Source: an optimization exercise on an open RTL-to-GDS flow (aim: small area, a short achievable clock period and few clock cycles). Production flows keep margins and buffers that such runs may drop. At most, simulation tests tie the RTL to the original design; equivalence was not proved. Only the layout flow was run in runs 3 to 6; the RTL was not checked for function there. No activity file was given, so power comes from the tool's default toggle rates.

$ cat flow/run.sh
#!/bin/bash
# synth_recipe.tcl (not shown) runs the flow's synth.tcl, then flattens the netlist and writes it again
# the make line also repeats each setting of config.mk as NAME=value (left out here)
make -C /OpenROAD-flow-scripts/flow DESIGN_CONFIG=/design/flow/config.mk WORK_HOME=/design/flow/orfs CLKGATE_MAP_FILE= SYNTH_SCRIPT=/design/flow/synth_recipe.tcl finish
$ cat flow/config.mk
export PLATFORM = sky130hd
export DESIGN_NAME = mte_top
export DESIGN_NICKNAME = mte_top
export VERILOG_FILES = /design/flow/design.v
export SDC_FILE = /design/flow/constraint.sdc
export NUM_CORES = 4
export LEC_CHECK = 0
export ABC_AREA = 1
export CAP_MARGIN = 20
export CORE_MARGIN = 2
export CORE_UTILIZATION = 40
export SLEW_MARGIN = 20
$ cat flow/constraint.sdc
create_clock -name core_clock -period 55.0 [get_ports {clk}]
set_input_delay 11.0000 -clock core_clock [delete_from_list [all_inputs] [get_ports {clk}]]
set_output_delay 11.0000 -clock core_clock [all_outputs]
set_load 0.01 [all_outputs]
$ cat flow/design.v
module mte_top (
    input  wire        clk,
    input  wire        rst,         
    input  wire        tick_en,     
    input  wire        clk_rdy,     
    input  wire        req_valid,
    output wire        req_ready,
    input  wire [47:0] req_word,
    output reg         rsp_valid,
    output reg  [2:0]  rsp_code,
    output reg  [31:0] rsp_data
);
    localparam [2:0] R_OK    = 3'd0, R_CFG  = 3'd1, R_HWI   = 3'd2, R_NOTI = 3'd3,
                     R_INTEG = 3'd4, R_BUS  = 3'd5, R_PROTO = 3'd6;
    localparam [2:0] E_IDLE = 3'd0, E_LO2 = 3'd1, E_LO3 = 3'd2, E_LO4 = 3'd3,
                     E_WD2  = 3'd4, E_WD3 = 3'd5, E_WD4 = 3'd6, E_SL1 = 3'd7;
    function [8:0] st4;
        input [6:0] r;
        input [1:0] v;
        reg   [8:0] t;
        reg         ge1, ge2, ge3;
        begin
            t   = {r, v};
            ge1 = t >= 9'd125;
            ge2 = t >= 9'd250;
            ge3 = t >= 9'd375;
            st4 = ge3 ? {t[6:0] + 7'd9, 2'd3} :
                  ge2 ? {t[6:0] + 7'd6, 2'd2} :
                  ge1 ? {t[6:0] + 7'd3, 2'd1} : {t[6:0], 2'd0};
        end
    endfunction
    function [14:0] div8;
        input [6:0] r;
        input [7:0] x;
        reg   [6:0] rr;
        reg   [7:0] q;
        reg   [8:0] s;
        integer k;
        begin
            rr = r;
            for (k = 3; k >= 0; k = k - 1) begin
                s = st4(rr, x[2*k+1 -: 2]);
                q[2*k+1 -: 2] = s[1:0];
                rr = s[8:2];
            end
            div8 = {rr, q};
        end
    endfunction
    reg        run;
    reg [31:0] fin;
    reg [12:0] tsf;         
    reg        inexact;
    reg [12:0] pd;          
    reg        rx;          
    reg [3:0]  fcnt;
    reg        dvalid;      
    reg [31:0] cnt;
    reg        ovfp;
    reg [31:0] wrap;
    reg        wsat;
    reg        ovr;
    reg        pv0, pv1, pf0, pf1;
    reg [31:0] sw0, sw1, sc0, sc1;
    reg [22:0] qwr;         
    reg [6:0]  r7r;
    reg [31:0] mslo;        
    reg [6:0]  wkr;
    reg        l_ok, c_hi, c_lo, cport;
    reg        dsrc;        
    reg        dlo;         
    reg        dpend;       
    reg [2:0]  est;
    reg        ready_r;
    assign req_ready = ready_r;
    reg         rst_q, tick_q, rdy_q, acc;
    reg  [47:0] word_q;
    always @(posedge clk) begin
        rst_q  <= rst;
        tick_q <= tick_en;
        rdy_q  <= clk_rdy;
        acc    <= req_valid & ready_r & !rst;
        word_q <= req_word;
    end
    wire        t_wr  = word_q[47];
    wire [11:0] t_off = word_q[43:32];
    wire [31:0] t_dat = word_q[31:0];
    wire [2:0]  t_idx = t_off[4:2];
    wire        p     = t_off[5];
    wire fmt_ok = !word_q[44] && word_q[46:45] == 2'd2 && t_off[1:0] == 2'd0;
    wire g_map  = t_off[11:5] == 7'd0;
    wire p_map  = t_off[11:6] == 6'b000100 && !(t_idx[2] && t_idx[1]);
    wire g_w    = fmt_ok && g_map && t_wr;             
    wire g_r    = fmt_ok && g_map && !t_wr;            
    wire p_w    = fmt_ok && p_map && t_wr;
    wire p_r    = fmt_ok && p_map && !t_wr;
    wire wr_cmd  = g_w && t_idx == 3'd0;
    wire wr_fin  = g_w && t_idx == 3'd2;
    wire wr_cnt  = g_w && t_idx == 3'd6;
    wire wr_wrap = g_w && t_idx == 3'd7;
    wire wr_snap = p_w && t_idx == 3'd0;
    wire rd_g    = g_r && t_idx != 3'd0;               
    wire rd_pst  = p_r && t_idx == 3'd1;
    wire rd_res  = p_r && t_idx[2:1] != 2'b00;         
    wire legal   = wr_cmd | wr_fin | wr_cnt | wr_wrap | wr_snap | rd_g | rd_pst | rd_res;
    wire pv = p ? pv1 : pv0;
    wire pf = p ? pf1 : pf0;
    wire cfg_bad = tsf == 13'd0;    
    wire dat1    = t_dat == 32'd1;
    wire dat2    = t_dat == 32'd2;
    wire op_init  = acc && wr_cmd && dat1;
    wire op_shut  = acc && wr_cmd && dat2;
    wire init_ok  = op_init && !run && !cfg_bad && rdy_q;
    wire op_fin   = acc && wr_fin;
    wire op_snap  = acc && wr_snap && run;
    wire op_wcnt  = acc && wr_cnt && run;
    wire op_wwrap = acc && wr_wrap && run;
    wire res_ok   = rd_res && run && pv && !pf;        
    wire [31:0] swc  = cport ? sw1 : sw0;
    wire [31:0] scc  = cport ? sc1 : sc0;
    wire [31:0] wsrc = dsrc ? swc : wrap;
    reg  [6:0]  b_r;
    reg  [7:0]  b_x;
    always @(*) begin
        case (est)
            E_LO2:   begin b_r = wkr; b_x = scc[26:19]; end
            E_LO3:   begin b_r = wkr; b_x = scc[18:11]; end
            E_LO4:   begin b_r = wkr; b_x = scc[10:3]; end
            E_WD2:   begin b_r = {2'd0, wsrc[31:27]}; b_x = wsrc[26:19]; end
            E_WD3:   begin b_r = r7r; b_x = wsrc[18:11]; end
            E_WD4:   begin b_r = r7r; b_x = wsrc[10:3]; end
            E_SL1:   begin b_r = r7r; b_x = {swc[2:0], scc[31:27]}; end
            default: begin b_r = r7r; b_x = {wrap[2:0], cnt[31:27]}; end   
        endcase
    end
    wire [14:0] b_o  = div8(b_r, b_x);
    wire [6:0]  b_ro = b_o[14:8];
    wire [7:0]  b_q  = b_o[7:0];
    wire [31:0] lo_now = {mslo[23:0], b_q};         
    wire [22:0] hi_now = {qwr[14:0], b_q};          
    wire ms_lo_rd = acc && res_ok && t_idx == 3'd4;
    wire ms_hi_rd = acc && res_ok && t_idx == 3'd5;
    wire lo_hit   = cport == p && (c_lo | est == E_LO4);
    wire hi_hit   = cport == p && c_hi;
    wire ms_wait  = ms_lo_rd && cport == p && !c_lo &&
                    (est == E_SL1 || est == E_LO2 || est == E_LO3);
    wire ms_miss  = (ms_lo_rd && !lo_hit && !ms_wait) || (ms_hi_rd && !hi_hit);
    wire emit     = dpend && (dlo ? est == E_LO4 : est == E_WD4);
    reg [2:0] nx_code;
    always @(*) begin
        nx_code = R_OK;
        if (!legal)
            nx_code = R_BUS;
        else if (wr_cmd) begin
            if (dat1) begin
                if (run)           nx_code = R_PROTO;
                else if (cfg_bad)  nx_code = R_CFG;
                else if (!rdy_q) nx_code = R_HWI;
            end else if (!dat2)
                nx_code = R_PROTO;
        end else if (wr_snap | wr_cnt | wr_wrap) begin
            if (!run) nx_code = R_NOTI;
        end else if (rd_res) begin
            if (!run)     nx_code = R_NOTI;
            else if (pf)  nx_code = R_INTEG;
            else if (!pv) nx_code = R_PROTO;
        end
    end
    wire [31:0] nx_data =
          ({32{rd_g && t_idx == 3'd1}} & {26'd0, inexact & run, ovr, wsat, ovfp, rdy_q, run})
        | ({32{rd_g && t_idx == 3'd2}} & fin)
        | ({32{rd_g && t_idx == 3'd3 && run}} & {19'd0, tsf})
        | ({32{rd_g && t_idx == 3'd5}} & {31'd0, run})
        | ({32{rd_g && t_idx == 3'd6}} & cnt)
        | ({32{rd_g && t_idx == 3'd7}} & wrap)
        | ({32{rd_pst}} & {29'd0, pf, pv, 1'b0})
        | ({32{res_ok && t_idx == 3'd2}} & (p ? sc1 : sc0))
        | ({32{res_ok && t_idx == 3'd3}} & (p ? sw1 : sw0))
        | ({32{res_ok && t_idx == 3'd4}} & (c_lo ? mslo : lo_now))
        | ({32{res_ok && t_idx == 3'd5}} & {9'd0, qwr});
    always @(posedge clk) begin
        if (rst_q || rst) begin          
            rsp_valid <= 1'b0;
            rsp_code  <= 3'd0;
        end else if (emit) begin
            rsp_valid <= 1'b1;
            rsp_code  <= R_OK;
        end else begin
            rsp_valid <= acc & !ms_miss & !ms_wait;
            rsp_code  <= nx_code;
        end
        if (emit)
            rsp_data <= dlo ? lo_now : {9'd0, hi_now};
        else
            rsp_data <= nx_data;
    end
    wire clk_step = run && rdy_q && tick_q;
    wire pd_one   = pd == 13'd1;
    wire tick     = clk_step && pd_one;
    wire cnt_ones = &cnt;
    wire wrap_ev  = tick && cnt_ones;
    wire acc_step = run && ovfp;
    wire w_change = acc_step | op_wwrap | init_ok | op_shut;
    wire [14:0] f_t   = {rx, pd, tsf[12]};
    wire        f_ge  = f_t >= 15'd15625;
    wire [14:0] f_s   = f_t - 15'd15625;
    wire [13:0] f_r   = f_ge ? f_s[13:0] : f_t[13:0];
    wire        f_busy = !run && !dvalid;
    reg [2:0] est_n;
    reg       l_ok_n;
    reg       dpend_n;
    always @(*) begin
        l_ok_n  = l_ok & !w_change;
        dpend_n = dpend & !emit;
        case (est)
            E_LO2:   est_n = E_LO3;
            E_LO3:   est_n = E_LO4;
            E_WD2:   est_n = E_WD3;
            E_WD3:   est_n = E_WD4;
            E_WD4:   est_n = (dsrc && dlo) ? E_SL1 : E_IDLE;
            E_SL1:   est_n = E_LO2;
            default: est_n = E_IDLE;     
        endcase
        if (est == E_WD2 && dsrc)            
            l_ok_n = 1'b0;
        if (est == E_WD4 && !dsrc && !w_change)
            l_ok_n = 1'b1;
        if (!dsrc && w_change && (est == E_WD2 || est == E_WD3 || est == E_WD4))
            est_n = E_WD2;               
        if (est_n == E_IDLE && !l_ok_n && !dpend_n)
            est_n = E_WD2;
        if (op_snap)                     
            est_n = (est == E_IDLE) ? E_LO2 : E_SL1;
        if (ms_wait)
            dpend_n = 1'b1;
        if (ms_miss) begin
            dpend_n = 1'b1;
            est_n   = (ms_lo_rd && cport == p && c_hi) ? E_SL1 : E_WD2;
        end
        if (rst_q) begin
            est_n   = E_WD2;
            l_ok_n  = 1'b0;
            dpend_n = 1'b0;
        end
    end
    wire run_n    = rst_q ? 1'b0 : init_ok ? 1'b1 : op_shut ? 1'b0 : run;
    wire dvalid_n = rst_q ? 1'b1 : op_fin ? 1'b0 : (f_busy && fcnt == 4'd13) ? 1'b1 : dvalid;
    reg cport_n, c_lo_n, c_hi_n, dsrc_n, dlo_n;
    always @(*) begin
        cport_n = cport; c_lo_n = c_lo; c_hi_n = c_hi; dsrc_n = dsrc; dlo_n = dlo;
        if (est == E_LO4)          c_lo_n = 1'b1;
        if (est == E_WD2 && !dsrc) c_hi_n = 1'b0;
        if (est == E_WD4 && dsrc)  c_hi_n = 1'b1;
        if (emit)                  dsrc_n = 1'b0;
        if (op_snap) begin
            cport_n = p; c_hi_n = 1'b1; c_lo_n = 1'b0; dsrc_n = 1'b0;
        end
        if (ms_miss) begin
            cport_n = p; dsrc_n = 1'b1; c_lo_n = 1'b0;
            if (!(cport == p && c_hi)) c_hi_n = 1'b0;
        end
        if (ms_miss || ms_wait)    dlo_n = ms_lo_rd;
        if (init_ok || op_shut) begin
            c_hi_n = 1'b0; c_lo_n = 1'b0;
        end
        if (rst_q) begin
            c_hi_n = 1'b0; c_lo_n = 1'b0; dsrc_n = 1'b0;
        end
    end
    wire   l_ok2 = (l_ok_n || (est_n == E_WD4 && !dsrc_n)) && !wrap_ev;
    reg    ok2;
    always @(*) begin
        case (est_n)
            E_IDLE, E_LO4:       ok2 = l_ok2;       
            E_SL1, E_LO2, E_LO3: ok2 = l_ok2 && !dpend_n;
            E_WD4:               ok2 = !dsrc_n && !dpend_n && !wrap_ev;
            default:             ok2 = 1'b0;
        endcase
    end
    wire [2:0] r_idx   = req_word[36:34];
    wire       raw_cfw = req_word[47] && req_word[43:37] == 7'd0 &&
                         (r_idx == 3'd0 || r_idx == 3'd2 || r_idx == 3'd7);
    wire       raw_msr = !req_word[47] && req_word[43:38] == 6'b000100 && r_idx[2:1] == 2'b10;
    wire       raw_hit = cport_n == req_word[37] &&
                         (r_idx[0] ? c_hi_n : (c_lo_n || est_n == E_LO4));
    wire       risky   = req_valid && ready_r && (raw_cfw || (raw_msr && !raw_hit));
    wire       ready_n = !rst && ok2 && (run_n || dvalid_n) && !risky;
    always @(posedge clk) begin
        est     <= est_n;
        l_ok    <= l_ok_n;
        dpend   <= dpend_n;
        ready_r <= ready_n;
        cport   <= cport_n;
        c_lo    <= c_lo_n;
        c_hi    <= c_hi_n;
        dsrc    <= dsrc_n;
        dlo     <= dlo_n;
        if (rst_q) begin
            run <= 1'b0; fin <= 32'd0; tsf <= 13'd0; inexact <= 1'b0;
            cnt <= 32'd0; ovfp <= 1'b0; wrap <= 32'd0;
            wsat <= 1'b0; ovr <= 1'b0; fcnt <= 4'd0; dvalid <= 1'b1;
            pv0 <= 1'b0; pv1 <= 1'b0; pf0 <= 1'b0; pf1 <= 1'b0;
        end else begin
            if (f_busy) begin
                if (fcnt == 4'd0) begin
                    {rx, pd} <= {1'b0, fin[31:19]};
                    tsf      <= fin[18:6];
                    fcnt     <= 4'd1;
                end else begin
                    {rx, pd} <= f_r;
                    tsf      <= {tsf[11:0], f_ge};
                    if (fcnt == 4'd13) begin
                        inexact <= f_r != 14'd0 || fin[5:0] != 6'd0;
                        fcnt    <= 4'd0;
                    end else begin
                        fcnt <= fcnt + 4'd1;
                    end
                end
            end
            dvalid <= dvalid_n;
            if (clk_step)
                pd <= pd_one ? tsf : pd - 13'd1;
            if (tick)
                cnt <= cnt + 32'd1;
            if (wrap_ev) begin
                if (ovfp) ovr <= 1'b1;
                ovfp <= 1'b1;
            end
            if (acc_step) begin
                if (wrap == 32'hFFFFFFFF) wsat <= 1'b1;
                else                      wrap <= wrap + 32'd1;
                if (!wrap_ev) ovfp <= 1'b0;
            end
            if (op_fin)   begin fin <= t_dat; fcnt <= 4'd0; end
            if (op_wcnt)  cnt  <= t_dat;
            if (op_wwrap) wrap <= t_dat;
            if (op_snap) begin
                if (p) begin
                    sw1 <= wrap; sc1 <= cnt; pf1 <= wsat | ovr; pv1 <= !(wsat | ovr);
                end else begin
                    sw0 <= wrap; sc0 <= cnt; pf0 <= wsat | ovr; pv0 <= !(wsat | ovr);
                end
            end
            if (init_ok) begin
                run <= 1'b1;
                pd  <= tsf;
                cnt <= 32'd0;
            end
            if (op_shut)
                run <= 1'b0;
            if (init_ok || op_shut) begin
                ovfp <= 1'b0; wrap <= 32'd0; wsat <= 1'b0; ovr <= 1'b0;
                pv0 <= 1'b0; pv1 <= 1'b0; pf0 <= 1'b0; pf1 <= 1'b0;
            end
            case (est)
                E_LO2, E_LO3, E_SL1: begin wkr <= b_ro; mslo <= lo_now; end
                E_LO4: mslo <= lo_now;
                E_WD2, E_WD3, E_WD4: begin r7r <= b_ro; qwr <= hi_now; end
                default: ;
            endcase
            if (op_snap && est == E_IDLE) begin
                wkr       <= b_ro;
                mslo[7:0] <= b_q;
            end
        end
    end
endmodule
==> flow_summary_export.csv, run 1 <==
group,metric,value,unit
route,wl,94.73,mm
placement,dp_slack,42.00,ns
route,avgViaCountPerCell,5.887,
grt,gr-total-overflow,0,
synth,syn-instance-count,2970,
power,p_comb_frac,0.486,
grt,grt_antenna_before_repair,5,
grt,grt.total_usage,0.3032,
synth,yosysWarnings,1,
grt,grt_pass1_vias,20830,
route,met1_length,40.72,mm
timing,layout_setup_ws,42.53,ns
job,cap_viol_max_count,0,
setup_path,worstSetupEndpoint,"req_ready",
clock_network,cts.reportedPaths.clkPinSlew,0.07,ns
placement,finalWeightedCongestion,0.9876,
clock_network,cts_num_sinks,433,
synth,ys_seq_area_frac,0.4527,
setup_path,r2r-start,"est[2]",
final_layout,stdcell_count,3862,
setup_path,r2r-end,"r7r[6]",
setup_path,r2r_cells,48,
clock_network,cts_resized,0,
setup_path,worstPathArrival,1.47,ns
power,p_leak,10.66,nW
timing,period_needed,12.47,ns
floorplanning,dieArea,0.06156,mm²
timing,fin_crit_sh,0.2268,
run_status,status,"complete, no violations",
synth,ys_ff_latch,433,
setup_path,cp.required,44.00,ns
route,antenna_left,0,
route,routedWlPerCell,24.53,µm
timing,finalSetupTns,0,ns
setup_path,critPathBufInv,1,
floorplanning,die_w,248.1,µm
setup_path,crit_chain,"clkdlybuf4s50_1",
clock_network,root_buffer,"clkbuf_16",
clock_network,cts_buffers,50,
route,top_layer_used,"met5",
final_layout,drive_gt1_frac,0.08935,
floorplanning,initial_core_util,0.4039,
timing,max_freq,80.17,MHz
synth,synth_area,0.02384,mm²
timing,slew_violations,0,
clock_network,ctsHoldBuffers,0,
setup_path,startpoint,"ready_r",
grt,grt_max_degree,72,
setup_path,crit_fanout,2,
clock_network,clock_path_buffers,3,
setup_path,ff2ff_setup_slack,46.81,ns
placement,hpwl,70.49,mm
timing,slew_headroom,0.2148,
synth,synth_edf_count,212,
floorplanning,rows,89,
setup_path,cp-end-kind,"output port",
timing,setup_viol,0,
route,met2_length,38.72,mm
timing,rsz0062_at_grt,"false",
synth,syn_nets,3059,
route,wl_met3,10.73,mm
timing,timing.hold.ws,0.4473,ns
power,swShare,0.4533,
placement,dp_cells,3768,
final_layout,post-route-util,0.4626,
route,drtIter0Drc,3068,
setup_path,crit_type,"flip-flop to output port",
synth,synth.avg_cell_area,8.026,µm²
route,drtPass1Iterations,6,
synth,synth_ff_type,"dfxtp_1",
final_layout,areaGrowthSynthToFinish,14.54,%
floorplanning,coreArea,0.05902,mm²
power,p_int,0.7812,mW
synth,async_reset_ff_frac,0,
final_layout,n_antenna_cell,0,
power,power_density,52.34,mW/mm²
route,num_vias,22740,
power,switchingPower,0.6478,mW
setup_path,crit_path_max_incr_delay,0.53,ns
clock_network,cts_setup_buffers,0,
setup_path,cp_top_family,"buffers and inverters",
floorplanning,die_h,248.1,µm
placement,io_buffers,89,
clock_network,cts_tree,"built",
power,ir_worst_vdd,71.14,µV
setup_path,worst-path-stages,1,
clock_network,clk_latency,0.62,ns
clock_network,h-tree-depth,2,
final_layout,nNetsFinal,3136,
power,clockPowerShare,0.237,
power,p_seq_frac,0.278,
timing,fin_skew,0.03634,ns
setup_path,crit_slowest_cell,"clkdlybuf4s50_1",
route,drc,0,
hold_path,hold_class,"flip-flop to flip-flop",
grt,grt_pass1_wl,138.0,mm
floorplanning,io_pins,90,
synth,synth.distinct_cells,66,
setup_path,critPathLaunchType,"flip-flop",
timing,tightestPinTransition,1.148,ns
timing,hold_viol,0,
kinds of logic (layout without fill, tap and decap cells):
family | count (synthesis) | after routing | share of synthesized area
compound gates | 675 | 675 | 0.1723
xor+xnor | 97 | 97 | 0.03564
fa+ha+maj | 36 | 36 | 0.01890
buf+inv | 440 | 559 | 0.07112
flops | 433 | 433 | 0.4527
mux | 27 | 27 | 0.01134
simple gates | 1262 | 1262 | 0.2380
synth_stat cells (14+ instances only):
master | instances | area (µm²)
nand3_2 | 14 | 140.1
clkbuf_1 | 86 | 322.8
inv_2 | 26 | 97.59
dfxtp_1 | 221 | 4424
nand2_1 | 646 | 2425
nor2_1 | 266 | 998.5
a211oi_1 | 18 | 135.1
edfxtp_1 | 212 | 6366
a21oi_1 | 206 | 1031
a22oi_1 | 41 | 307.8
xnor2_1 | 16 | 140.1
o21ai_0 | 207 | 1036
a31oi_1 | 33 | 206.5
mux2i_1 | 27 | 270.3
nand3_1 | 121 | 605.6
xor2_1 | 81 | 709.4
inv_1 | 294 | 1104
a221oi_1 | 34 | 297.8
nand2_2 | 31 | 193.9
nand2_4 | 15 | 168.9
nor3_1 | 52 | 260.3
o22ai_1 | 29 | 181.4
ha_1 | 36 | 450.4
nand4_1 | 30 | 187.7
o221ai_1 | 36 | 315.3
nor4_1 | 29 | 181.4
sequential cells by signal (all words and copies together) (netlist names), 3 cells and up:
| signal | cells |
|---|---|
| r7r | 7 |
| tsf | 13 |
| wkr | 7 |
| wrap | 32 |
| est | 3 |
| sc0 | 32 |
| pd | 13 |
| word_q | 48 |
| qwr | 23 |
| rsp_data | 32 |
| rsp_code | 3 |
| mslo | 32 |
| fcnt | 4 |
| sw1 | 32 |
| fin | 32 |
| cnt | 32 |
| sw0 | 32 |
| sc1 | 32 |
power by group through the flow:
stage / clock [mW] / sequential [mW] / combinational [mW]
floorplan: 0 / 0.399 / 0.499
global placement: 0 / 0.403 / 0.672
detailed placement: 0 / 0.404 / 0.679
CTS: 0.341 / 0.397 / 0.682
global route: 0.353 / 0.398 / 0.761
finish: 0.338 / 0.397 / 0.694
layer usage:
metal / vias to the layer above / track usage
met5: - / 0
met4: 2 / 0.1299
met3: 210 / 0.06917
met2: 1321 / 0.4318
met1: 10860 / 0.4376
li1: 10350 / -
how the worst min path moves through the flow:
stage                   from      end  slack (ns)  cells past startpoint
detailed placement    qwr[3]  qwr[11]        0.44                      0
global placement      qwr[3]  qwr[11]        0.43                      0
global route          qwr[2]  qwr[10]        0.46                      0
floorplan           wrap[11]  sw0[11]        0.42                      0
finish                qwr[2]  qwr[10]        0.45                      0
CTS                   qwr[2]  qwr[10]        0.45                      0
layout by cell type, fill, tap and decap left out, types with 9 or more instances in the layout:
cell type	count
edfxtp_1	212
nor2_4	12
clkinv_1	14
o21ai_1	12
o2111ai_1	13
ha_1	36
clkbuf_16	52
a31oi_1	33
nand4_1	30
nand3_2	14
mux2i_1	27
a21oi_1	205
o221ai_1	36
xnor2_1	16
clkbuf_1	9
inv_2	26
a221oi_1	34
clkdlybuf4s50_1	89
nand2_4	15
o21ai_0	207
nand2_1	646
nor3_1	50
o22ai_1	29
dfxtp_1	219
buf_4	45
nor4_1	29
nor2_2	19
nand2_2	31
a22oi_1	41
inv_1	294
xor2_1	81
o211ai_1	10
nor2_1	257
nand3_1	121
a211oi_1	18
stage by stage:
step | cell area, µm² | power (mW)
floorplan | 23840 | 0.8974
global placement | 25640 | 1.075
detailed placement | 25640 | 1.083
CTS | 27290 | 1.420
global route | 27300 | 1.512
finish | 27300 | 1.429
layout make-up:
class | instances | area (µm²)
Multi-Input combinational cell | 2097 | 11410
Sequential cell | 433 | 10790
Clock inverter | 24 | 200.2
Inverter | 331 | 1250
Fill cell | 5808 | 31720
Clock buffer | 70 | 1453
Timing Repair Buffer | 134 | 1229
Tap cell | 773 | 967.2
Testbench counts, summed over its fixed seeds: cycles 14,000.
==> run 2: changes to the inputs <==
--- a/flow/config.mk
+++ b/flow/config.mk
@@ -5,7 +5,6 @@
 export SDC_FILE = /design/flow/constraint.sdc
 export NUM_CORES = 4
 export LEC_CHECK = 0
-export ABC_AREA = 1
 export CAP_MARGIN = 20
 export CORE_MARGIN = 2
 export CORE_UTILIZATION = 40
==> flow_summary_export.csv, run 2 <==
group,metric,value,unit
run_status,status,"complete, no violations",
setup_path,startpoint,"ready_r",
grt,met2_usage,0.4077,
route,routedWlPerCell,24.41,µm
route,avgViaCountPerCell,6.096,
placement,placed_area,0.02451,mm²
placement,finalWeightedCongestion,0.9113,
timing,fin_crit_sh,0.2273,
synth,synth_top_cell_by_area,"edfxtp_1",
floorplanning,die_w,243.7,µm
setup_path,crit_slowest_cell,"clkdlybuf4s50_1",
timing,tightestPinTransition,1.051,ns
grt,grt_pass1_vias,18460,
synth,synth.distinct_cells,103,
setup_path,r2r-start,"cport",
job,cap_viol_max_count,0,
synth,ys_ff_latch,433,
synth,synth_ff_type,"dfxtp_1",
timing,fin_skew,0.04360,ns
power,ir_worst_vdd,22.91,µV
placement,hpwl,55.63,mm
clock_network,cts_setup_buffers,0,
hold_path,whs_path_depth,2,
final_layout,top_register,"word_q",
synth,yosys-top-cells-count,"263 x nor2_1, 253 x nand2_1, 221 x dfxtp_1, 212 x edfxtp_1, 197 x a21oi_1",
setup_path,r2r_cells,35,
timing,period_needed,12.50,ns
route,antenna_left,0,
synth,synth.avg_cell_area,9.774,µm²
clock_network,cts_buffers,48,
final_layout,nNetsFinal,2463,
timing,slew_headroom,0.2943,
synth,async_reset_ff_frac,0,
setup_path,cp-end-kind,"output port",
route,wl,77.38,mm
setup_path,cp_top_family,"buffers and inverters",
floorplanning,io_pins,90,
clock_network,cts_tree,"built",
final_layout,areaGrowthSynthToFinish,13.89,%
placement,dp_slack,42.36,ns
timing,hold_viol,0,
grt,gr-total-overflow,0,
setup_path,crit_type,"flip-flop to output port",
grt,grt_max_degree,67,
clock_network,root_buffer,"clkbuf_16",
clock_network,clk_latency,0.62,ns
hold_path,hold_class,"flip-flop to flip-flop",
final_layout,n_antenna_cell,0,
grt,grt_pass1_wl,116.2,mm
route,drtPass1Iterations,6,
route,drtIter0Drc,2355,
setup_path,crit_chain,"clkdlybuf4s50_1",
grt,grt.total_usage,0.2547,
synth,syn_nets,2440,
synth,yosysWarnings,1,
placement,io_buffers,89,
timing,finalSetupTns,0,ns
synth,yosysTopAreaCellShare,0.2770,
timing,setup_viol,0,
grt,grt_antenna_before_repair,0,
final_layout,largest_reg_flops,48,
floorplanning,coreArea,0.05660,mm²
synth,ys_seq_area_frac,0.4696,
power,power_density,32.17,mW/mm²
power,p_leak,8.990,nW
synth,synth_most_common_cell,"nor2_1",
timing,layout_setup_ws,42.50,ns
timing,slew_violations,0,
final_layout,drive_gt1_frac,0.09901,
setup_path,worstPathArrival,1.50,ns
clock_network,cts_resized,0,
setup_path,critPathLaunchType,"flip-flop",
synth,synth_area,0.02298,mm²
setup_path,critPathBufInv,1,
grt,grt.busiest_layer,"met2",
clock_network,cts_num_sinks,433,
final_layout,layout_common_cells,"257 x nor2_1, 251 x nand2_1, 215 x dfxtp_1",
setup_path,crit_fanout,2,
clock_network,clock_path_buffers,3,
setup_path,cp.required,44.00,ns
clock_network,ctsHoldBuffers,0,
hold_path,min_from,"ready_r",
route,num_vias,19320,
final_layout,layout_commonest_cell,"nor2_1",
grt,use_met1,0.3488,
grt,grtUsageMet3,0.04594,
clock_network,h-tree-depth,2,
floorplanning,rows,87,
clock_network,cts.reportedPaths.clkPinSlew,0.06,ns
floorplanning,dieArea,0.05938,mm²
route,drc,0,
timing,rsz0062_at_grt,"false",
synth,syn-instance-count,2351,
synth,synth_edf_count,212,
setup_path,worst-path-stages,1,
final_layout,final_cell_area,0.02617,mm²
setup_path,crit_path_max_incr_delay,0.56,ns
timing,max_freq,79.99,MHz
synth,synth.area.top_cells,"edfxtp_1 28%, dfxtp_1 19%, nor2_1 4.3%, a21oi_1 4.3%, nand2_1 4.1%",
floorplanning,initial_core_util,0.4059,
floorplanning,die_h,243.7,µm
final_layout,fillers,5331,
run 2: cell count changes in the layout (fill, tap and decap cells not counted), moves of 31 or more:
cell,previous run,this run
nand3_1,121,65
xnor2_1,16,55
mux2i_1,27,92
o21ai_0,207,58
nand2_2,31,0
nand2_1,646,251
inv_1,294,41
mux2_2,0,32
a211oi_1,18,80
run 2: metrics by stage:
| stage | instances | util | power, mW | hold slack (ns) |
|---|---|---|---|---|
| floorplan | 2351 | - | 0.4702 | 0.4237 |
| global route | 3170 | 0.4623 | 0.8716 | 0.4919 |
| detailed placement | 3080 | 0.4331 | 0.5115 | 0.4663 |
| global placement | 3080 | 0.4331 | 0.5118 | 0.4588 |
| finish | 3170 | 0.4623 | 0.8419 | 0.4686 |
| CTS | 3170 | 0.4622 | 0.8438 | 0.4741 |
run 2: logic make-up after synthesis:
kind of cell               after synthesis  synth area share
AOI/OAI and AO/OA                      630            0.1929
buffers and inverters                  195           0.03414
and+or+nand+nor                        797            0.1591
adders and majority gates               36           0.01960
muxes                                  152           0.08320
DFF                                    433            0.4696
xor gates and xnor gates               108           0.04149
run 2: power by group:
group          switching, mW  total [mW]  internal [mW]  leakage, nW
registers            0.00842       0.361          0.353         3.92
clock network          0.139       0.333          0.194        0.806
logic                 0.0969       0.148         0.0508         4.26
run 2: worst paths after layout:
path	end	slack, ns
worst min-delay path	acc	0.47
worst max register to register	r7r[5]	43.79
worst max-delay path	req_ready	42.50
worst min register to register	acc	0.47
run 2: metal layers:
metal  vias to the layer above  routed length [µm]  share of wire
li1                       8848                   -              -
met1                      9429               32870           0.42
met2                       917               35420           0.46
met3                       129                6556          0.085
met4                         0                2532          0.033
met5                         -                   0              0
run 2: area by class of cell:
class | count | area [µm²] | area share
Inverter | 45 | 170.2 | 0.006502
Tap cell | 756 | 945.9 | 0.03614
Sequential cell | 433 | 10800 | 0.4127
Clock buffer | 68 | 1405 | 0.05369
Multi-Input combinational cell | 1723 | 11460 | 0.4379
Clock inverter | 22 | 241.5 | 0.009227
Timing Repair Buffer | 123 | 1146 | 0.04379
==> run 3: changes to the inputs <==
--- a/flow/design.v
+++ b/flow/design.v
@@ -72,23 +72,30 @@
     reg [2:0]  est;
     reg        ready_r;
     assign req_ready = ready_r;
-    reg         rst_q, tick_q, rdy_q, acc;
-    reg  [47:0] word_q;
+    wire        i_fmt  = !req_word[44] && req_word[46:45] == 2'd2 && req_word[33:32] == 2'd0;
+    wire        i_g    = req_word[43:37] == 7'd0;
+    wire        i_p    = req_word[43:38] == 6'b000100;
+    reg         rst_q, tick_q, rdy_q, acc, snap_q;
+    reg         t_wr, fmt_ok, g_page, p_page, p;
+    reg  [2:0]  t_idx;
+    reg  [31:0] t_dat;
     always @(posedge clk) begin
         rst_q  <= rst;
         tick_q <= tick_en;
         rdy_q  <= clk_rdy;
         acc    <= req_valid & ready_r & !rst;
-        word_q <= req_word;
+        snap_q <= req_valid & ready_r & !rst & req_word[47] & i_fmt & i_p &
+                  req_word[36:34] == 3'd0;
+        t_wr   <= req_word[47];
+        fmt_ok <= i_fmt;
+        g_page <= i_g;
+        p_page <= i_p;
+        p      <= req_word[37];
+        t_idx  <= req_word[36:34];
+        t_dat  <= req_word[31:0];
     end
-    wire        t_wr  = word_q[47];
-    wire [11:0] t_off = word_q[43:32];
-    wire [31:0] t_dat = word_q[31:0];
-    wire [2:0]  t_idx = t_off[4:2];
-    wire        p     = t_off[5];
-    wire fmt_ok = !word_q[44] && word_q[46:45] == 2'd2 && t_off[1:0] == 2'd0;
-    wire g_map  = t_off[11:5] == 7'd0;
-    wire p_map  = t_off[11:6] == 6'b000100 && !(t_idx[2] && t_idx[1]);
+    wire g_map  = g_page;
+    wire p_map  = p_page && !(t_idx[2] && t_idx[1]);
     wire g_w    = fmt_ok && g_map && t_wr;             
     wire g_r    = fmt_ok && g_map && !t_wr;            
     wire p_w    = fmt_ok && p_map && t_wr;
@@ -111,7 +118,7 @@
     wire op_shut  = acc && wr_cmd && dat2;
     wire init_ok  = op_init && !run && !cfg_bad && rdy_q;
     wire op_fin   = acc && wr_fin;
-    wire op_snap  = acc && wr_snap && run;
+    wire op_snap  = snap_q && run;
     wire op_wcnt  = acc && wr_cnt && run;
     wire op_wwrap = acc && wr_wrap && run;
     wire res_ok   = rd_res && run && pv && !pf;        
@@ -131,6 +138,9 @@
             E_SL1:   begin b_r = r7r; b_x = {swc[2:0], scc[31:27]}; end
             default: begin b_r = r7r; b_x = {wrap[2:0], cnt[31:27]}; end   
         endcase
+        if (op_snap) begin               
+            b_r = r7r; b_x = {wrap[2:0], cnt[31:27]};                    
+        end
     end
     wire [14:0] b_o  = div8(b_r, b_x);
     wire [6:0]  b_ro = b_o[14:8];
@@ -178,16 +188,11 @@
         | ({32{res_ok && t_idx == 3'd4}} & (c_lo ? mslo : lo_now))
         | ({32{res_ok && t_idx == 3'd5}} & {9'd0, qwr});
     always @(posedge clk) begin
-        if (rst_q || rst) begin          
+        if (rst_q || rst)                
             rsp_valid <= 1'b0;
-            rsp_code  <= 3'd0;
-        end else if (emit) begin
-            rsp_valid <= 1'b1;
-            rsp_code  <= R_OK;
-        end else begin
-            rsp_valid <= acc & !ms_miss & !ms_wait;
-            rsp_code  <= nx_code;
-        end
+        else
+            rsp_valid <= emit | (acc & !ms_miss & !ms_wait);
+        rsp_code <= emit ? R_OK : nx_code;
         if (emit)
             rsp_data <= dlo ? lo_now : {9'd0, hi_now};
         else
@@ -228,8 +233,8 @@
             est_n = E_WD2;               
         if (est_n == E_IDLE && !l_ok_n && !dpend_n)
             est_n = E_WD2;
-        if (op_snap)                     
-            est_n = (est == E_IDLE) ? E_LO2 : E_SL1;
+        if (op_snap)
+            est_n = E_LO2;
         if (ms_wait)
             dpend_n = 1'b1;
         if (ms_miss) begin
@@ -247,7 +252,7 @@
     reg cport_n, c_lo_n, c_hi_n, dsrc_n, dlo_n;
     always @(*) begin
         cport_n = cport; c_lo_n = c_lo; c_hi_n = c_hi; dsrc_n = dsrc; dlo_n = dlo;
-        if (est == E_LO4)          c_lo_n = 1'b1;
+        if (est == E_LO4 && !op_snap) c_lo_n = 1'b1;
         if (est == E_WD2 && !dsrc) c_hi_n = 1'b0;
         if (est == E_WD4 && dsrc)  c_hi_n = 1'b1;
         if (emit)                  dsrc_n = 1'b0;
@@ -351,13 +356,13 @@
                 ovfp <= 1'b0; wrap <= 32'd0; wsat <= 1'b0; ovr <= 1'b0;
                 pv0 <= 1'b0; pv1 <= 1'b0; pf0 <= 1'b0; pf1 <= 1'b0;
             end
-            case (est)
+            if (!op_snap) case (est)
                 E_LO2, E_LO3, E_SL1: begin wkr <= b_ro; mslo <= lo_now; end
                 E_LO4: mslo <= lo_now;
                 E_WD2, E_WD3, E_WD4: begin r7r <= b_ro; qwr <= hi_now; end
                 default: ;
             endcase
-            if (op_snap && est == E_IDLE) begin
+            if (op_snap) begin
                 wkr       <= b_ro;
                 mslo[7:0] <= b_q;
             end
==> flow_summary_export.csv, run 3 <==
group,metric,value,unit
route,num_vias,20570,
synth,synth_top_family_by_area,"compound AO/OA/AOI/OAI gates",
grt,met2_usage,0.3985,
setup_path,crit_fanout,3,
timing,fin_crit_sh,0.2275,
final_layout,areaGrowthSynthToFinish,13.97,%
final_layout,layout_common_cells,"236 x nand2_1, 212 x edfxtp_1, 210 x nor2_1, 210 x dfxtp_1, 154 x a21oi_1",
placement,finalWeightedCongestion,0.9319,
synth,synth-simple-area-share,0.1575,
timing,slew_violations,0,
synth,synth_area,0.02353,mm²
synth,syn-instance-count,2425,
synth,synth_edf_count,212,
clock_network,clk_latency,0.63,ns
grt,grt_antenna_before_repair,3,
synth,synth_fa_ha_area_frac,0.01914,
grt,grt.total_usage,0.2805,
run_status,status,"complete, no violations",
power,p_leak,8.936,nW
synth,async_reset_ff_frac,0,
setup_path,cp_top_family,"buffers and inverters",
placement,hpwl,62.76,mm
setup_path,critPathBufInv,1,
floorplanning,initial_core_util,0.4063,
clock_network,cts_resized,0,
synth,yosys-top-cells-count,"237 x nand2_1, 214 x dfxtp_1, 212 x edfxtp_1, 211 x nor2_1, 154 x a21oi_1",
synth,synth_top_cell_by_area,"edfxtp_1",
setup_path,worstPathArrival,1.51,ns
setup_path,critPathLaunchType,"flip-flop",
synth,synth_most_common_cell,"nand2_1",
synth,synth_mux_area_frac,0.08401,
synth,ys_seq_area_frac,0.4526,
timing,setup_viol,0,
floorplanning,rows,88,
setup_path,crit_path_max_incr_delay,0.55,ns
clock_network,cts_setup_buffers,0,
timing,slew_headroom,0.2424,
floorplanning,io_pins,90,
setup_path,crit_type,"flip-flop to output port",
route,wl,86.69,mm
synth,syn_nets,2514,
timing,rsz0062_at_grt,"false",
floorplanning,coreArea,0.05792,mm²
synth,synth_compound_area_frac,0.2114,
clock_network,clock_path_buffers,3,
clock_network,ctsHoldBuffers,0,
job,cap_viol_max_count,0,
route,antenna_left,0,
clock_network,root_buffer,"clkbuf_16",
synth,yosysWarnings,1,
setup_path,crit_slowest_cell,"clkdlybuf4s50_1",
hold_path,hold_class,"flip-flop to flip-flop",
synth,yosysTopAreaCellShare,0.2705,
timing,period_needed,12.51,ns
setup_path,cp-end-kind,"output port",
grt,grt.busiest_layer,"met1",
synth,synth.area.top_cells,"edfxtp_1 27%, dfxtp_1 18%, mux2i_1 6.3%, nand2_1 3.8%, nor2_1 3.4%",
route,drtIter0Drc,2653,
grt,gr-total-overflow,0,
grt,grt_max_degree,66,
clock_network,cts_buffers,48,
synth,ys_ff_latch,426,
route,routedWlPerCell,26.66,µm
clock_network,cts_num_sinks,426,
final_layout,layout_commonest_cell,"nand2_1",
route,avgViaCountPerCell,6.324,
power,power_density,33.46,mW/mm²
grt,use_met1,0.4141,
clock_network,h-tree-depth,2,
final_layout,fillers,5480,
setup_path,cp.required,44.00,ns
timing,tightestPinTransition,1.131,ns
floorplanning,die_w,246.6,µm
synth,synth_ff_type,"dfxtp_1",
timing,fin_skew,0.06085,ns
synth,synth.avg_cell_area,9.704,µm²
final_layout,post-route-util,0.4631,
floorplanning,die_h,246.6,µm
synth,synth.distinct_cells,114,
timing,finalSetupTns,0,ns
route,drtPass1Iterations,6,
grt,grtUsageMet3,0.06220,
clock_network,cts_tree,"built",
timing,max_freq,79.92,MHz
clock_network,cts.reportedPaths.clkPinSlew,0.06,ns
final_layout,n_antenna_cell,0,
route,drc,0,
floorplanning,dieArea,0.06079,mm²
placement,io_buffers,89,
power,ir_worst_vdd,19.58,µV
grt,grt_pass1_vias,19030,
setup_path,crit_chain,"clkdlybuf4s50_1",
final_layout,drive_gt1_frac,0.09932,
grt,grt_pass1_wl,127.5,mm
synth,synthXorXnorAreaFrac,0.03780,
timing,hold_viol,0,
final_layout,nNetsFinal,2536,
## run 3: changes by cell type after synthesis, sizes merged, moves of 10 or more
cell	delta
mux2i	+56
nor2	-51
a21oi	-42
o22ai	+32
o21ai	+30
mux4	-24
nor3	+23
a22oi	+20
nand2	-16
a221oi	-12
a222oi	-12
nor4	+11
a31oi	+10
nand3	-10
## run 3: final timing paths
check,start,end,slack [ns],depth (start not counted)
setup / recovery,ready_r,req_ready,42.49,1
hold / removal,ready_r,acc,0.47,2
hold reg to reg,ready_r,acc,0.47,2
setup reg to reg,cport,wkr[6],43.02,36
## run 3: layout make-up
type / count / area (µm²) / area share
tap: 765 / 957.2 / 0.03569
clock buffer: 66 / 1405 / 0.05239
inverter: 47 / 178.9 / 0.006671
timing repair buffer: 135 / 1236 / 0.04609
sequential: 426 / 10660 / 0.3974
multi-input combinational: 1789 / 12050 / 0.4494
clock inverter: 24 / 331.6 / 0.01236
## run 3: cell families (layout without fill, tap and decap cells)
family | count (synthesis) | count (layout)
mux | 188 | 188
flops | 426 | 426
xor+xnor | 99 | 99
simple gates | 766 | 766
compound gates | 700 | 700
buf+inv | 210 | 272
fa+ha+maj | 36 | 36
## run 3: where the power goes
part           internal (mW)  switching (mW)
clock network          0.205           0.143
logic                 0.0632           0.129
registers              0.349         0.00849
total                  0.617           0.280
## run 3: metal layers
metal  vias to the layer above  routed length [µm]
li1                       9238                   -
met2                      1105               36000
met1                     10070               38320
met4                         4                3264
met3                       150                9084
met5                         -                  27
## run 3: through the flow
step	worst slack, ns	cell area [µm²]	std cells	hold WS [ns]	power (mW)
floorplan	42.76	23530	2425	0.4237	0.4941
global placement	42.14	25070	3161	0.4564	0.5477
detailed placement	42.23	25070	3161	0.4648	0.5498
CTS	42.46	26810	3251	0.4765	0.8948
global route	42.39	26820	3252	0.4933	0.9281
finish	42.49	26820	3252	0.4738	0.8973
==> run 4: changes to the inputs <==
==> flow/flow/run.sh (new file) <==
#!/bin/bash
# The standard layout (standard.sh: the standard synthesis and ORFS steps),
# with one change: the buffer that buffer_ports puts on every input and output
# port is sky130_fd_sc_hd__buf_4 instead of the one it picks by default.
# make's full output goes to flow_make.log here; ORFS keeps each step's log
# under orfs/logs/.
set -euo pipefail
bash standard.sh 'BUFFER_PORTS_ARGS=-buffer_cell sky130_fd_sc_hd__buf_4' finish > flow_make.log 2>&1
==> flow/standard.sh (new file) <==
#!/bin/bash
# synth_recipe.tcl (not shown) runs the flow's synth.tcl, then flattens the netlist and writes it again
# the make line also repeats each setting of config.mk as NAME=value (left out here)
make -C /OpenROAD-flow-scripts/flow DESIGN_CONFIG=/design/flow/config.mk WORK_HOME=/design/flow/orfs CLKGATE_MAP_FILE= SYNTH_SCRIPT=/design/flow/synth_recipe.tcl "${@:-finish}"
removed: flow/run.sh
==> flow_summary_export.csv, run 4 <==
group,metric,value,unit
run_status,status,"complete, no violations",
floorplanning,io_pins,90,
timing,fin_skew,0.03787,ns
timing,hold_viol,0,
synth,synth_top_cell_by_area,"edfxtp_1",
hold_path,whs_path_depth,2,
hold_path,hold_class,"flip-flop to flip-flop",
synth,synth_ff_type,"dfxtp_1",
route,avgViaCountPerCell,6.350,
route,routedWlPerCell,26.60,µm
clock_network,ctsHoldBuffers,0,
timing,timing.hold.ws,0.4751,ns
synth,ys_ff_latch,426,
synth,yosysWarnings,1,
setup_path,critPathBufInv,1,
grt,grt_max_degree,66,
placement,hpwl,62.24,mm
floorplanning,coreArea,0.05792,mm²
floorplanning,rows,88,
setup_path,cp-end-kind,"output port",
clock_network,cts_buffers,48,
grt,grt_pass1_vias,19030,
synth,synth_most_common_cell,"nand2_1",
setup_path,crit_path_max_incr_delay,0.37,ns
grt,grt_antenna_before_repair,2,
clock_network,clk_latency,0.64,ns
setup_path,r2r_cells,37,
final_layout,stdcell_count,3255,
timing,finalSetupTns,0,ns
floorplanning,initial_core_util,0.4063,
timing,setup_viol,0,
power,p_leak,8.985,nW
setup_path,ff2ff_setup_slack,43.36,ns
setup_path,crit_slowest_cell,"dfxtp_1",
timing,slew_headroom,0.2272,
grt,grt.total_usage,0.2797,
power,power_density,33.04,mW/mm²
setup_path,r2r-start,"cport",
floorplanning,die_h,246.6,µm
clock_network,cts_resized,0,
clock_network,cts_tree,"built",
job,cap_viol_max_count,0,
timing,tightestPinTransition,1.156,ns
clock_network,h-tree-depth,2,
floorplanning,die_w,246.6,µm
clock_network,root_buffer,"clkbuf_16",
synth,synth_edf_count,212,
timing,fin_crit_sh,0.2202,
clock_network,cts.reportedPaths.clkPinSlew,0.06,ns
synth,synth_area,0.02353,mm²
setup_path,startpoint,"ready_r",
route,drtIter0Drc,2863,
setup_path,r2r-end,"r7r[6]",
clock_network,cts_setup_buffers,0,
setup_path,crit_type,"flip-flop to output port",
synth,syn-instance-count,2425,
route,wl,86.59,mm
setup_path,crit_fanout,3,
synth,yosys-top-cells-count,"237 x nand2_1, 214 x dfxtp_1, 212 x edfxtp_1, 211 x nor2_1, 154 x a21oi_1",
synth,synth.distinct_cells,114,
grt,grt_pass1_wl,126.9,mm
synth,async_reset_ff_frac,0,
grt,gr-total-overflow,0,
setup_path,critPathLaunchType,"flip-flop",
synth,syn_nets,2514,
synth,ys_seq_area_frac,0.4526,
synth,synth.area.top_cells,"edfxtp_1 27%, dfxtp_1 18%, mux2i_1 6.3%, nand2_1 3.8%, nor2_1 3.4%",
final_layout,layout_commonest_cell,"nand2_1",
timing,max_freq,82.56,MHz
final_layout,post-route-util,0.4572,
final_layout,areaGrowthSynthToFinish,12.52,%
route,num_vias,20670,
setup_path,worstPathArrival,1.11,ns
power,ir_worst_vdd,24.76,µV
synth,yosysTopAreaCellShare,0.2705,
timing,rsz0062_at_grt,"false",
setup_path,crit_chain,"buf_4",
placement,io_buffers,89,
setup_path,cp_top_family,"flip-flops",
final_layout,layout_common_cells,"236 x nand2_1, 212 x edfxtp_1, 210 x nor2_1, 210 x dfxtp_1, 153 x a21oi_1",
clock_network,clock_path_buffers,3,
setup_path,cp.required,44.00,ns
final_layout,drive_gt1_frac,0.1306,
placement,finalWeightedCongestion,0.9498,
synth,synth.avg_cell_area,9.704,µm²
timing,period_needed,12.11,ns
floorplanning,dieArea,0.06079,mm²
hold_path,hold_end,"acc",
route,drtPass1Iterations,8,
clock_network,cts_num_sinks,426,
final_layout,nNetsFinal,2537,
route,drc,0,
timing,slew_violations,0,
route,antenna_left,0,
hold_path,min_from,"ready_r",
placement,dp_cells,3163,
run 4: changes by cell type in the layout (fill, tap and decap cells not counted), sizes merged:
cell           previous run  this run
clkbuf                   67        72
clkinvlp                  0         1
clkdlybuf4s50            89         0
clkinv                   16        13
diode                     0         2
buf                      45       136
inv                      50        49
bufinv                    5         2
run 4: cell families after synthesis:
| group | synth area share |
|---|---|
| and+or+nand+nor | 0.1575 |
| AOI/OAI and AO/OA | 0.2114 |
| xor gates and xnor gates | 0.03780 |
| buffers and inverters | 0.03759 |
| DFF | 0.4526 |
| muxes | 0.08401 |
| adders and majority gates | 0.01914 |
run 4: power by group:
| group | leakage (nW) | internal (mW) | switching [mW] |
|---|---|---|---|
| clock network | 0.785 | 0.188 | 0.140 |
| registers | 3.57 | 0.349 | 0.00876 |
| logic | 4.63 | 0.0623 | 0.127 |
run 4: worst max-delay path by stage:
stage,slack (ns),to,cells after the start
5_1_grt,42.74,r7r[6],37
4_1_cts,42.87,req_ready,1
6_report,42.89,req_ready,1
3_3_place_gp,42.45,ready_r,8
3_5_place_dp,42.51,ready_r,8
2_1_floorplan,42.76,ready_r,7
run 4: routing by layer:
layer / wire (µm) / vias up / share of wire / global-route usage
li1: - / 9240 / - / -
met1: 37720 / 10070 / 0.44 / 0.4103
met2: 35700 / 1180 / 0.41 / 0.3923
met3: 9877 / 178 / 0.11 / 0.07298
met4: 3288 / 0 / 0.038 / 0.09922
met5: 0 / - / 0 / 0
run 4: through the flow:
| step | instance area [µm²] | total power, mW | setup slack (ns) |
|---|---|---|---|
| finish | 26480 | 0.8750 | 42.89 |
| global route | 26470 | 0.9066 | 42.74 |
| CTS | 26470 | 0.8743 | 42.87 |
| detailed placement | 24860 | 0.5483 | 42.51 |
| global placement | 24860 | 0.5467 | 42.45 |
| floorplan | 23530 | 0.4941 | 42.76 |
run 4: final cells by class:
class / instances / area (µm²)
sequential: 426 / 10660
tap: 765 / 957.2
timing repair buffer: 136 / 1021
clock inverter: 18 / 202.7
antenna: 2 / 5.005
multi-input combinational: 1789 / 12060
fill: 5526 / 31440
inverter: 47 / 178.9
clock buffer: 72 / 1401
==> run 5: changes to the inputs <==
--- a/flow/design.v
+++ b/flow/design.v
@@ -71,6 +71,9 @@
     reg        dpend;       
     reg [2:0]  est;
     reg        ready_r;
+    reg [15:0] spq;         
+    reg [6:0]  spr;         
+    reg [1:0]  spl;         
     assign req_ready = ready_r;
     wire        i_fmt  = !req_word[44] && req_word[46:45] == 2'd2 && req_word[33:32] == 2'd0;
     wire        i_g    = req_word[43:37] == 7'd0;
@@ -136,10 +139,18 @@
             E_WD3:   begin b_r = r7r; b_x = wsrc[18:11]; end
             E_WD4:   begin b_r = r7r; b_x = wsrc[10:3]; end
             E_SL1:   begin b_r = r7r; b_x = {swc[2:0], scc[31:27]}; end
-            default: begin b_r = r7r; b_x = {wrap[2:0], cnt[31:27]}; end   
+            default: if (spl == 2'd1) begin                          
+                         b_r = spr; b_x = cnt[26:19];
+                     end else begin
+                         b_r = r7r; b_x = {wrap[2:0], cnt[31:27]};
+                     end
         endcase
         if (op_snap) begin               
-            b_r = r7r; b_x = {wrap[2:0], cnt[31:27]};                    
+            if (spl == 2'd2) begin
+                b_r = spr; b_x = cnt[18:11];
+            end else begin
+                b_r = r7r; b_x = {wrap[2:0], cnt[31:27]};
+            end
         end
     end
     wire [14:0] b_o  = div8(b_r, b_x);
@@ -234,7 +245,7 @@
         if (est_n == E_IDLE && !l_ok_n && !dpend_n)
             est_n = E_WD2;
         if (op_snap)
-            est_n = E_LO2;
+            est_n = (spl == 2'd2) ? E_LO4 : E_LO2;
         if (ms_wait)
             dpend_n = 1'b1;
         if (ms_miss) begin
@@ -289,7 +300,12 @@
                          (r_idx[0] ? c_hi_n : (c_lo_n || est_n == E_LO4));
     wire       risky   = req_valid && ready_r && (raw_cfw || (raw_msr && !raw_hit));
     wire       ready_n = !rst && ok2 && (run_n || dvalid_n) && !risky;
+    wire sp_lost = rst_q || !l_ok || w_change || op_wcnt || init_ok ||
+                   (tick && &cnt[18:0]);
+    wire [1:0] spl_n = sp_lost ? 2'd0 :
+                       (est == E_IDLE && !op_snap && spl != 2'd2) ? spl + 2'd1 : spl;
     always @(posedge clk) begin
+        spl     <= spl_n;
         est     <= est_n;
         l_ok    <= l_ok_n;
         dpend   <= dpend_n;
@@ -363,8 +379,13 @@
                 default: ;
             endcase
             if (op_snap) begin
-                wkr       <= b_ro;
-                mslo[7:0] <= b_q;
+                wkr <= b_ro;
+                if (spl == 2'd2) mslo[23:0] <= {spq, b_q};
+                else             mslo[7:0]  <= b_q;
+            end
+            if (est == E_IDLE && !op_snap && spl != 2'd2) begin
+                spq <= {spq[7:0], b_q};
+                spr <= b_ro;
             end
         end
     end
==> flow/run.sh (new file) <==
#!/bin/bash
# synth_recipe.tcl (not shown) runs the flow's synth.tcl, then flattens the netlist and writes it again
# the make line also repeats each setting of config.mk as NAME=value (left out here)
make -C /OpenROAD-flow-scripts/flow DESIGN_CONFIG=/design/flow/config.mk WORK_HOME=/design/flow/orfs CLKGATE_MAP_FILE= SYNTH_SCRIPT=/design/flow/synth_recipe.tcl finish
removed: flow/flow/run.sh
removed: flow/standard.sh
==> flow_summary_export.csv, run 5 <==
group,metric,value,unit
run_status,status,"complete, no violations",
route,antenna_left,0,
grt,grt_pass1_vias,19600,
grt,grtUsageMet3,0.05263,
job,cap_viol_max_count,0,
grt,gr-total-overflow,0,
clock_network,cts_setup_buffers,0,
setup_path,cp.required,44.00,ns
setup_path,startpoint,"ready_r",
route,drtIter0Drc,2332,
final_layout,layout_common_cells,"252 x nand2_1, 235 x edfxtp_1, 234 x nor2_1",
clock_network,cts_num_sinks,451,
setup_path,r2r_cells,29,
timing,max_freq,80.01,MHz
clock_network,cts_buffers,50,
setup_path,critPathLaunchType,"flip-flop",
synth,async_reset_ff_frac,0,
hold_path,min_from,"spq[0]",
timing,slew_headroom,0.2668,
synth,syn_nets,2606,
grt,met2_usage,0.3992,
floorplanning,die_h,252.4,µm
final_layout,fillers,5703,
route,routedWlPerCell,25.35,µm
synth,yosysTopAreaCellShare,0.2858,
timing,timing.hold.ws,0.4493,ns
route,avgViaCountPerCell,6.226,
power,power_density,31.80,mW/mm²
final_layout,nNetsFinal,2635,
floorplanning,die_w,252.4,µm
clock_network,cts_resized,0,
synth,synth_fa_ha_area_frac,0.01926,
timing,hold_viol,0,
setup_path,worstPathArrival,1.50,ns
timing,fin_skew,0.03009,ns
grt,grt_pass1_wl,126.9,mm
synth,yosysWarnings,1,
timing,finalSetupTns,0,ns
hold_path,hold_end,"spq[8]",
route,wl,85.58,mm
synth,synth.area.top_cells,"edfxtp_1 29%, dfxtp_1 18%, mux2i_1 8.8%, nand2_1 3.8%, a21oi_1 3.8%",
floorplanning,io_pins,90,
setup_path,r2r-start,"cport",
timing,fin_crit_sh,0.2273,
synth,ys_ff_latch,451,
setup_path,crit_fanout,3,
synth,ys_seq_area_frac,0.4610,
final_layout,layout_commonest_cell,"nand2_1",
final_layout,final_cell_area,0.02807,mm²
clock_network,cts_tree,"built",
setup_path,crit_path_max_incr_delay,0.54,ns
synth,syn-instance-count,2515,
final_layout,drive_gt1_frac,0.08933,
route,drtPass1Iterations,7,
power,ir_worst_vdd,18.57,µV
setup_path,crit_slowest_cell,"clkdlybuf4s50_1",
floorplanning,dieArea,0.06372,mm²
synth,synth_area,0.02469,mm²
floorplanning,coreArea,0.06137,mm²
hold_path,hold_class,"flip-flop to flip-flop",
synth,synth_mux_area_frac,0.09533,
clock_network,root_buffer,"clkbuf_16",
final_layout,n_antenna_cell,0,
final_layout,areaGrowthSynthToFinish,13.70,%
clock_network,h-tree-depth,2,
grt,grt_max_degree,66,
grt,grt_antenna_before_repair,9,
setup_path,critPathBufInv,1,
timing,tightestPinTransition,1.090,ns
synth,synth_edf_count,235,
route,num_vias,21020,
grt,grt.total_usage,0.2630,
timing,period_needed,12.50,ns
floorplanning,rows,91,
synth,yosys-top-cells-count,"253 x nand2_1, 235 x edfxtp_1, 235 x nor2_1, 216 x dfxtp_1, 216 x mux2i_1",
synth,synth-simple-area-share,0.1517,
placement,finalWeightedCongestion,0.9302,
grt,grt.busiest_layer,"met2",
setup_path,crit_type,"flip-flop to output port",
timing,slew_violations,0,
final_layout,seq_area,0.01139,mm²
clock_network,clk_latency,0.62,ns
setup_path,r2r-end,"r7r[0]",
synth,synth_most_common_cell,"nand2_1",
setup_path,crit_chain,"clkdlybuf4s50_1",
floorplanning,initial_core_util,0.4023,
placement,placed_area,0.02631,mm²
power,p_leak,9.372,nW
grt,use_met1,0.3684,
setup_path,cp-end-kind,"output port",
placement,io_buffers,89,
clock_network,clock_path_buffers,3,
synth,synth_top_cell_by_area,"edfxtp_1",
synth,synth.distinct_cells,117,
setup_path,ff2ff_setup_slack,44.42,ns
synth,synth_top_family_by_area,"compound AO/OA/AOI/OAI gates",
timing,rsz0062_at_grt,"false",
clock_network,ctsHoldBuffers,0,
synth,synth_compound_area_frac,0.1958,
hold_path,whs_path_depth,0,
timing,setup_viol,0,
final_layout,multi_input_area,0.01240,mm²
placement,hpwl,61.62,mm
synth,synthXorXnorAreaFrac,0.03826,
synth,synth.avg_cell_area,9.816,µm²
setup_path,cp_top_family,"buffers and inverters",
route,drc,0,
synth,synth_ff_type,"edfxtp_1",
clock_network,cts.reportedPaths.clkPinSlew,0.06,ns
-- run 5: cell types whose count changed after synthesis, sizes merged, moves of 19 or more --
cell	change
mux2	-19
nor2	+25
nor3	-27
mux2i	+68
edfxtp	+23
a21oi	+31
a2111oi	+19
a22oi	-19
o22ai	-36
-- run 5: power by group --
group	switching (mW)	leakage, nW	internal, mW
combinational	0.102	4.71	0.0543
sequential	0.0103	3.80	0.371
clock	0.146	0.861	0.209
total	0.258	9.37	0.634
-- run 5: how the worst max path moves through the flow --
| stage | to | cells after the start |
|---|---|---|
| after floorplan | ready_r | 7 |
| after global placement | ready_r | 8 |
| after detailed placement | ready_r | 8 |
| after CTS | req_ready | 1 |
| after global routing | req_ready | 1 |
| final | req_ready | 1 |
-- run 5: cell type report --
class                           instances  share of cell area
Clock buffer                           70             0.05264
Clock inverter                         24             0.01007
Inverter                               59            0.008068
Multi-Input combinational cell       1838              0.4418
Sequential cell                       451              0.4057
Tap cell                              790             0.03521
Timing Repair Buffer                  144             0.04645
-- run 5: layer usage --
layer	vias up	share of wire	wire, µm
met5	-	0.00053	45
met4	6	0.040	3409
met3	184	0.090	7698
met2	1037	0.44	37540
met1	10300	0.43	36880
li1	9491	-	-
-- run 5: cell families (layout without fill, tap and decap cells) --
| logic type | after synthesis | after routing |
|---|---|---|
| and+or+nand+nor | 786 | 786 |
| AOI/OAI and AO/OA | 674 | 674 |
| DFF | 451 | 451 |
| muxes | 233 | 233 |
| buffers and inverters | 226 | 297 |
| xor gates and xnor gates | 107 | 107 |
| adders and majority gates | 38 | 38 |
-- run 5: metrics by stage --
step,std cells,power [mW],util,setup slack [ns]
2_1_floorplan,2515,0.4959,-,42.80
3_3_place_gp,3282,0.5392,0.4287,42.22
4_1_cts,3376,0.8934,0.4574,42.48
5_1_grt,3376,0.9233,0.4574,42.44
6_report,3376,0.8925,0.4574,42.50
3_5_place_dp,3282,0.5409,0.4287,42.22
==> run 6: changes to the inputs <==
--- a/flow/config.mk
+++ b/flow/config.mk
@@ -8,4 +8,5 @@
 export CAP_MARGIN = 20
 export CORE_MARGIN = 2
 export CORE_UTILIZATION = 40
+export CTS_BUF_LIST = sky130_fd_sc_hd__clkbuf_4
 export SLEW_MARGIN = 20
==> flow_summary_export.csv, run 6 <==
group,metric,value,unit
run_status,status,"complete, no violations",
job,cap_viol_max_count,0,
timing,rsz0062_at_grt,"false",
synth,synth_ff_type,"edfxtp_1",
floorplanning,initial_core_util,0.4023,
route,wl,85.98,mm
route,antenna_left,0,
synth,syn_nets,2606,
timing,slew_violations,0,
clock_network,cts.reportedPaths.clkPinSlew,0.07,ns
setup_path,cp_top_family,"buffers and inverters",
setup_path,cp.required,44.00,ns
timing,fin_crit_sh,0.2329,
grt,grt_pass1_wl,127.9,mm
timing,finalSetupTns,0,ns
final_layout,seq_area,0.01139,mm²
grt,grt_pass1_vias,20140,
placement,dp_cells,3282,
synth,synth.avg_cell_area,9.816,µm²
grt,grt.total_usage,0.2655,
route,routedWlPerCell,24.55,µm
setup_path,critPathLaunchType,"flip-flop",
floorplanning,die_h,252.4,µm
placement,placed_area,0.02631,mm²
clock_network,cts_resized,0,
floorplanning,rows,91,
clock_network,cts_num_sinks,451,
final_layout,stdcell_count,3502,
timing,hold_viol,0,
power,power_density,29.93,mW/mm²
timing,max_freq,78.06,MHz
setup_path,worstPathArrival,1.81,ns
clock_network,h-tree-depth,3,
final_layout,layout_commonest_cell,"nand2_1",
grt,gr-total-overflow,0,
floorplanning,die_w,252.4,µm
synth,yosys-top-cells-count,"253 x nand2_1, 235 x edfxtp_1, 235 x nor2_1, 216 x dfxtp_1, 216 x mux2i_1",
route,num_vias,21500,
final_layout,final_cell_area,0.02785,mm²
setup_path,crit_path_max_incr_delay,0.54,ns
clock_network,clk_latency,0.92,ns
final_layout,layout_common_cells,"252 x nand2_1, 235 x edfxtp_1, 234 x nor2_1",
synth,synth_edf_count,235,
setup_path,crit_slowest_cell,"clkdlybuf4s50_1",
floorplanning,dieArea,0.06372,mm²
final_layout,areaGrowthSynthToFinish,12.79,%
timing,slew_headroom,0.2534,
grt,grt_max_degree,66,
grt,grt_antenna_before_repair,10,
power,ir_worst_vdd,13.92,µV
synth,synth_most_common_cell,"nand2_1",
synth,synth_top_cell_by_area,"edfxtp_1",
final_layout,fillers,5782,
final_layout,drive_gt1_frac,0.1236,
setup_path,cp-end-kind,"output port",
setup_path,crit_chain,"clkdlybuf4s50_1",
route,avgViaCountPerCell,6.140,
synth,yosysTopAreaCellShare,0.2858,
floorplanning,coreArea,0.06137,mm²
final_layout,multi_input_area,0.01240,mm²
synth,synth_area,0.02469,mm²
route,drtIter0Drc,2472,
clock_network,cts_buffers,118,
synth,ys_ff_latch,451,
clock_network,clock_path_buffers,3,
synth,synth.area.top_cells,"edfxtp_1 29%, dfxtp_1 18%, mux2i_1 8.8%, nand2_1 3.8%, a21oi_1 3.8%",
clock_network,ctsHoldBuffers,0,
route,drc,0,
clock_network,cts_tree,"built",
floorplanning,io_pins,90,
timing,fin_skew,0.07463,ns
timing,timing.hold.ws,0.4404,ns
clock_network,cts_setup_buffers,0,
final_layout,post-route-util,0.4537,
timing,tightestPinTransition,1.110,ns
placement,finalWeightedCongestion,0.9302,
synth,syn-instance-count,2515,
final_layout,nNetsFinal,2703,
synth,ys_seq_area_frac,0.4610,
timing,setup_viol,0,
setup_path,crit_fanout,3,
power,p_leak,9.430,nW
synth,synth.distinct_cells,117,
synth,async_reset_ff_frac,0,
placement,hpwl,61.62,mm
setup_path,crit_type,"flip-flop to output port",
route,drtPass1Iterations,6,
timing,period_needed,12.81,ns
clock_network,root_buffer,"clkbuf_4",
setup_path,critPathBufInv,1,
synth,yosysWarnings,1,
placement,io_buffers,89,
hold_path,hold_class,"flip-flop to flip-flop",
-- run 6: power by group --
group / leakage, nW / switching [mW] / total (mW) / internal (mW)
sequential: 3.80 / 0.0103 / 0.381 / 0.371
clock: 0.919 / 0.144 / 0.296 / 0.152
combinational: 4.71 / 0.102 / 0.156 / 0.0543
-- run 6: per-layer routing --
layer,up-vias,part of all wire,wire [µm],GRT usage
met5,-,0.00056,48,0
met3,196,0.098,8463,0.06169
met1,10450,0.42,36100,0.3617
met2,1127,0.44,38090,0.4029
li1,9720,-,-,-
met4,8,0.038,3284,0.1141
-- run 6: stage by stage --
stage	setup WS, ns	power [mW]
3_3_place_gp	42.22	0.5392
5_1_grt	42.09	0.8706
2_1_floorplan	42.80	0.4959
4_1_cts	42.11	0.8367
6_report	42.19	0.8336
3_5_place_dp	42.22	0.5409
-- run 6: logic make-up (layout without fill, tap and decap cells) --
group,count (synthesis),after routing,synth area share
adders and majority gates,38,38,0.01926
and+or+nand+nor,786,786,0.1517
AOI/OAI and AO/OA,674,674,0.1958
xor gates and xnor gates,107,107,0.03826
muxes,233,233,0.09533
buffers and inverters,226,421,0.03862
other,0,2,0
DFF,451,451,0.4610
-- run 6: final timing paths --
check / startpoint / endpoint / slack [ns] / cells past startpoint
setup / recovery: ready_r / req_ready / 42.19 / 1
hold / removal: spq[0] / spq[8] / 0.44 / 0
setup reg to reg: cport / r7r[0] / 44.45 / 29
hold reg to reg: spq[0] / spq[8] / 0.44 / 0
-- run 6: area by class of cell --
class / count / area share
inverters: 59 / 0.008133
diodes: 2 / 0.0001797
clock buffers: 177 / 0.04772
repair buffers: 144 / 0.04682
well taps: 790 / 0.03550
flip-flops and latches: 451 / 0.4090
clock inverters: 41 / 0.007279
multi-input cells: 1838 / 0.4454

==> static timing again, ports no longer ideal <==
No port has a modelled driver above. Below, the same layouts with a new extraction and two added sets of constraints. Step 1 (the two cells are an assumption about what drives the block):
set clk [get_ports {clk}]
set_driving_cell -lib_cell sky130_fd_sc_hd__clkbuf_16 $clk
set_driving_cell -lib_cell sky130_fd_sc_hd__buf_2 [delete_from_list [all_inputs] $clk]
Step 2 moves the port delays by t, midway between the first and last clock arrival at a register: inputs arrive t later, outputs are due t later. That takes back most of the time a late clock gives input paths. Slacks: ideal ports / drivers / drivers and shift; pairs: ideal ports / drivers.
| run | shift t [ns] | setup WS [ns] | hold slack, ns | worst setup path at the end | clock arrival spread, ns |
|---|---|---|---|---|---|
| run 1 | 0.657 | 42.526 / 42.472 / 42.118 | 0.447 / 0.447 / 0.447 | input to register | 0.037 / 0.037 |
| run 2 | 0.649 | 42.498 / 42.443 / 42.355 | 0.469 / 0.469 / 0.469 | input to register | 0.044 / 0.044 |
| run 3 | 0.666 | 42.487 / 42.423 / 42.231 | 0.474 / 0.474 / 0.474 | input to register | 0.062 / 0.062 |
| run 4 | 0.684 | 42.887 / 42.821 / 42.495 | 0.475 / 0.475 / 0.475 | input to register | 0.039 / 0.038 |
| run 5 | 0.662 | 42.501 / 42.444 / 42.207 | 0.449 / 0.449 / 0.449 | input to register | 0.033 / 0.032 |
| run 6 | 0.937 | 42.190 / 42.134 / 42.244 | 0.440 / 0.440 / 0.440 | input to register | 0.076 / 0.076 |
After both steps every run listed still meets setup and hold. The setup slack of run 1, which loses most, moves by -0.054 ns with the drivers and by -0.408 ns with both steps.
